From an optimization exercise on the open Yosys and OpenROAD flow, aimed at small area and a short achievable clock period; shortcuts taken in it are not production practice. Power is estimated from default activity; no workload was simulated.

==> inputs of 10-06 <==
==> flow/design.v <==
module crc24q_step (
    input  wire [23:0] crc_in,
    input  wire [7:0]  data,
    output wire [23:0] crc_out
);
    localparam [24:0] POLY = 25'h1864CFB;
    function [23:0] t24;
        input [7:0] idx;
        reg   [24:0] r;
        integer k;
        begin
            r = {1'b0, idx, 16'h0000};
            for (k = 0; k < 8; k = k + 1) begin
                r = r << 1;
                if (r[24])
                    r = r ^ POLY;
            end
            t24 = r[23:0];
        end
    endfunction
    assign crc_out = {crc_in[15:0], 8'h00} ^ t24(crc_in[23:16] ^ data);
endmodule
module gf256_mul (
    input  wire [7:0] a,
    input  wire [7:0] b,
    output wire [7:0] p
);
    function [7:0] gmul;
        input [7:0] x;
        input [7:0] y;
        reg   [14:0] acc;
        integer k;
        begin
            acc = 15'h0000;
            for (k = 0; k < 8; k = k + 1)
                if (y[k])
                    acc = acc ^ ({7'h00, x} << k);
            for (k = 14; k >= 8; k = k - 1)
                if (acc[k])
                    acc = acc ^ ({6'h00, 9'h11D} << (k - 8));
            gmul = acc[7:0];
        end
    endfunction
    assign p = gmul(a, b);
endmodule
module gf256_inv (
    input  wire [7:0] a,
    output wire [7:0] y
);
    function [3:0] m16;
        input [3:0] x;
        input [3:0] z;
        reg   [6:0] acc;
        integer k;
        begin
            acc = 7'h00;
            for (k = 0; k < 4; k = k + 1)
                if (z[k])
                    acc = acc ^ ({3'h0, x} << k);
            for (k = 6; k >= 4; k = k - 1)
                if (acc[k])
                    acc = acc ^ (7'h13 << (k - 4));
            m16 = acc[3:0];
        end
    endfunction
    function [3:0] i16;
        input [3:0] x;
        begin
            case (x)
                4'h0: i16 = 4'h0;
                4'h1: i16 = 4'h1;
                4'h2: i16 = 4'h9;
                4'h3: i16 = 4'hE;
                4'h4: i16 = 4'hD;
                4'h5: i16 = 4'hB;
                4'h6: i16 = 4'h7;
                4'h7: i16 = 4'h6;
                4'h8: i16 = 4'hF;
                4'h9: i16 = 4'h2;
                4'hA: i16 = 4'hC;
                4'hB: i16 = 4'h5;
                4'hC: i16 = 4'hA;
                4'hD: i16 = 4'h4;
                4'hE: i16 = 4'h3;
                4'hF: i16 = 4'h8;
            endcase
        end
    endfunction
    wire [7:0] c;    
    assign c[0] = a[0];
    assign c[1] = a[5] ^ a[7];
    assign c[2] = a[2] ^ a[5];
    assign c[3] = a[1] ^ a[4] ^ a[6] ^ a[7];
    assign c[4] = a[2] ^ a[4] ^ a[5] ^ a[6] ^ a[7];
    assign c[5] = a[2] ^ a[5] ^ a[6];
    assign c[6] = a[1] ^ a[3] ^ a[4] ^ a[5];
    assign c[7] = a[5];
    wire [3:0] h  = c[7:4];
    wire [3:0] l  = c[3:0];
    wire [3:0] hl = h ^ l;
    wire [3:0] sh;   
    assign sh[0] = h[0];
    assign sh[1] = h[1] ^ h[3];
    assign sh[2] = h[3];
    assign sh[3] = h[0] ^ h[2];
    wire [3:0] d  = sh ^ m16(l, hl);
    wire [3:0] di = i16(d);
    wire [7:0] q  = {m16(h, di), m16(hl, di)};
    assign y[0] = q[0];
    assign y[1] = q[2] ^ q[3] ^ q[4];
    assign y[2] = q[2] ^ q[7];
    assign y[3] = q[1] ^ q[2] ^ q[3] ^ q[5] ^ q[6];
    assign y[4] = q[1] ^ q[4] ^ q[5] ^ q[7];
    assign y[5] = q[7];
    assign y[6] = q[2] ^ q[5];
    assign y[7] = q[1] ^ q[7];
endmodule
module rtcm3_framer (
    input  wire        clk,
    input  wire        rst,         
    input  wire        clear,       
    input  wire        byte_valid,
    input  wire [7:0]  byte_in,
    output reg         rec_valid,
    output reg  [1:0]  rec_code,
    output wire [15:0] rec_msgid,
    output reg  [9:0]  rec_len
);
    localparam [2:0] S_HUNT = 3'd0,
                     S_HDR1 = 3'd1,
                     S_HDR2 = 3'd2,
                     S_P0   = 3'd3,    
                     S_P1   = 3'd4,    
                     S_BODY = 3'd5;
    localparam [1:0] CODE_FRAME = 2'd1,
                     CODE_CSUM  = 2'd2,
                     CODE_LEN   = 2'd3;
    localparam [23:0] CRC_D3 = 24'hE33309;    
    reg  [2:0]  state;
    reg  [23:0] crc;
    reg  [9:0]  len;
    reg  [10:0] cnt;        
    reg  [11:0] mid;        
    reg         rec_ff;     
    reg  [11:0] rec_mid;
    assign rec_msgid = {{4{rec_ff}}, rec_mid};
    wire [23:0] crc_next;
    crc24q_step u_step (
        .crc_in (state == S_HDR1 ? CRC_D3 : crc),
        .data   (byte_in),
        .crc_out(crc_next)
    );
    wire [9:0] len_now = {len[9:8], byte_in};
    wire       len1    = (len == 10'd1);
    wire       last    = (state == S_BODY) && (cnt == 11'h7FE);
    wire       crc_ok  = (byte_in == crc[23:16]) && (crc[15:0] == 16'h0000);
    wire       lenfail = byte_valid && (state == S_HDR2) && (len_now == 10'd0);
    wire       fin     = byte_valid && last;
    always @(posedge clk) begin
        if (byte_valid) begin
            crc <= crc_next;
            cnt <= (state == S_HDR2) ? {1'b0, len_now} : cnt - 11'd1;
            if (state == S_HDR1) len[9:8]  <= byte_in[1:0];
            if (state == S_HDR2) len[7:0]  <= byte_in;
            if (state == S_P0)   mid[11:4] <= byte_in;
            if (state == S_P1)   mid[3:0]  <= byte_in[7:4];
        end
    end
    always @(posedge clk) begin
        if (rst) begin
            state <= S_HUNT;
        end else if (clear) begin
            state <= S_HUNT;
        end else if (byte_valid) begin
            case (state)
                S_HUNT:  if (byte_in == 8'hD3) state <= S_HDR1;
                S_HDR1:  if (byte_in[7:2] == 6'd0) state <= S_HDR2;
                         else if (byte_in != 8'hD3) state <= S_HUNT;
                S_HDR2:  state <= (len_now == 10'd0) ? S_HUNT : S_P0;
                S_P0:    state <= S_P1;
                S_P1:    state <= S_BODY;
                S_BODY:  if (last) state <= S_HUNT;
                default: state <= S_HUNT;
            endcase
        end
    end
    always @(posedge clk) begin
        if (rst) begin
            rec_valid <= 1'b0;
            rec_code  <= 2'd0;
        end else begin
            rec_valid <= lenfail || fin;
            if (lenfail)
                rec_code <= CODE_LEN;
            else if (fin)
                rec_code <= crc_ok ? CODE_FRAME : CODE_CSUM;
        end
    end
    always @(posedge clk) begin
        if (rst || lenfail) begin
            rec_ff  <= 1'b0;
            rec_mid <= 12'h000;
            rec_len <= 10'd0;
        end else if (fin) begin
            rec_ff  <= len1;
            rec_mid <= len1 ? 12'hFFF : mid;
            rec_len <= len;
        end
    end
endmodule
module qzsl6_core #(
    parameter [23:0] CRC24Q_INIT = 24'h000000
) (
    input  wire        clk,
    input  wire        rst,         
    input  wire        cmd_valid,
    input  wire [3:0]  cmd_op,
    input  wire [23:0] cmd_arg,
    output reg  [23:0] crc,
    output reg  [7:0]  res,
    output reg         eq,
    output reg         err,
    output wire        rec_valid,
    output wire [1:0]  rec_code,
    output wire [15:0] rec_msgid,
    output wire [9:0]  rec_len
);
    localparam [3:0] OP_NOP      = 4'h0,
                     OP_SRST     = 4'h1,
                     OP_CRC_INIT = 4'h2,
                     OP_CRC_BYTE = 4'h3,
                     OP_CRC_CHK  = 4'h4,
                     OP_GF_MUL   = 4'h5,
                     OP_GF_MAC   = 4'h6,
                     OP_GF_INV   = 4'h7,
                     OP_DMX_BYTE = 4'h8,
                     OP_DMX_RST  = 4'h9;
    wire [7:0] a = cmd_arg[7:0];
    wire [7:0] b = cmd_arg[15:8];
    wire clr = rst || (cmd_valid && cmd_op == OP_SRST);
    wire [23:0] crc_step;
    crc24q_step u_crc (
        .crc_in (crc),
        .data   (a),
        .crc_out(crc_step)
    );
    wire [7:0] prod;
    wire [7:0] inv;
    gf256_mul u_mul (.a(a), .b(b), .p(prod));
    gf256_inv u_inv (.a(a), .y(inv));
    always @(posedge clk) begin
        if (clr) begin
            crc <= CRC24Q_INIT;
            res <= 8'h00;
            eq  <= 1'b0;
            err <= 1'b0;
        end else if (cmd_valid) begin
            case (cmd_op)
                OP_CRC_INIT: crc <= CRC24Q_INIT;
                OP_CRC_BYTE: crc <= crc_step;
                OP_CRC_CHK:  eq  <= (crc == cmd_arg);
                OP_GF_MUL:   res <= prod;
                OP_GF_MAC:   res <= res ^ prod;
                OP_GF_INV: begin
                    if (a == 8'h00)
                        err <= 1'b1;
                    else
                        res <= inv;
                end
                OP_NOP, OP_DMX_BYTE, OP_DMX_RST: ;
                default:     err <= 1'b1;
            endcase
        end
    end
    rtcm3_framer u_dmx (
        .clk       (clk),
        .rst       (clr),
        .clear     (cmd_valid && cmd_op == OP_DMX_RST),
        .byte_valid(cmd_valid && cmd_op == OP_DMX_BYTE),
        .byte_in   (a),
        .rec_valid (rec_valid),
        .rec_code  (rec_code),
        .rec_msgid (rec_msgid),
        .rec_len   (rec_len)
    );
endmodule
==> flow/run.sh <==
#!/bin/bash
# synth_recipe.tcl (not shown) runs the flow's synth.tcl, then flattens the netlist and writes it again
# the make line also repeats each setting of config.mk as NAME=value (left out here)
make -C /OpenROAD-flow-scripts/flow DESIGN_CONFIG=/design/flow/config.mk WORK_HOME=/design/flow/orfs CLKGATE_MAP_FILE= SYNTH_SCRIPT=/design/flow/synth_recipe.tcl finish
==> flow/config.mk <==
export PLATFORM = sky130hd
export DESIGN_NAME = qzsl6_core
export DESIGN_NICKNAME = qzsl6_core
export VERILOG_FILES = /design/flow/design.v
export SDC_FILE = /design/flow/constraint.sdc
export NUM_CORES = 4
export LEC_CHECK = 0
export ABC_CLOCK_PERIOD_IN_PS = 4000
export CAP_MARGIN = 20
export CORE_MARGIN = 2
export CORE_UTILIZATION = 40
export PLACE_DENSITY = 0.6
export SETUP_SLACK_MARGIN = 5
export SLEW_MARGIN = 20
==> flow/constraint.sdc <==
create_clock -name core_clock -period 14.0 [get_ports {clk}]
set_input_delay 2.8000 -clock core_clock [delete_from_list [all_inputs] [get_ports {clk}]]
set_output_delay 2.8000 -clock core_clock [all_outputs]
set_load 0.01 [all_outputs]
==> 04-17: changes against 10-06 <==
--- a/flow/config.mk
+++ b/flow/config.mk
@@ -7,3 +7,2 @@
 export LEC_CHECK = 0
-export ABC_CLOCK_PERIOD_IN_PS = 4000
 export CAP_MARGIN = 20
@@ -12,3 +11,2 @@
 export PLACE_DENSITY = 0.6
-export SETUP_SLACK_MARGIN = 5
 export SLEW_MARGIN = 20
==> comparison table <==
quantity                                                                       04-17       10-06
Number of violations reported at the end of detailed-routing iteration 0         527         511
Post-Route Utilization                                                         0.479       0.481
Largest fanout on the critical path                                               35          23
Worst setup margin                                                           4.80 ns     5.49 ns
Final Instance Count excl. Fillers                                             1,391       1,392
Met2 wire length                                                             10.8 mm     11.0 mm
Global-route track usage on met2                                               0.330       0.332
Slew at the pin closest to its max-slew limit                               0.907 ns    0.906 ns
Status                                                      timing/DRC/antenna clean  timing/DRC/antenna clean
Period utilisation layout                                                      0.657       0.608
Met1 track demand over resource                                                0.273       0.273
Number of global-route vias before repair                                      7,004       7,012
Multi-input logic portion of the cell area                                     0.533       0.533
Area Growth Syn to Fin                                                         18.6%       19.1%
Max rail drop VDD                                                         0.000253 V  0.000252 V
Overall fraction of global-route tracks in use                                 0.202       0.203
Cell internal power dissipation                                            0.00129 W   0.00130 W
No functional check of the RTL was part of any run of this note.

-- re-timing with driven ports --
How much do the figures lean on ideal ports? The routed layouts below were timed once more, with nothing changed but the port constraints. Step 1, drivers: a clkbuf_16 drives clk and a buf_2 each remaining input, both assumed. Step 2 times the ports against the registers' clock, not the clock port: input delays grow and output delays shrink by t, the midpoint of the rising clock arrivals with the driver on. Three values: no drivers, after step 1, after step 2; two values: the first two.
| run | t (ns) | slack for setup (ns) | worst slew at a driven data input, ns |
|---|---|---|---|
| 10-06 | 0.475 | 5.488 / 5.509 / 5.034 | 0.04 |
| 04-17 | 0.476 | 4.797 / 4.821 / 4.344 | 0.04 |
After both steps every run listed still meets setup and hold. The setup slack of 10-06, which loses most, moves by +0.021 ns with the drivers and by -0.454 ns with both steps.
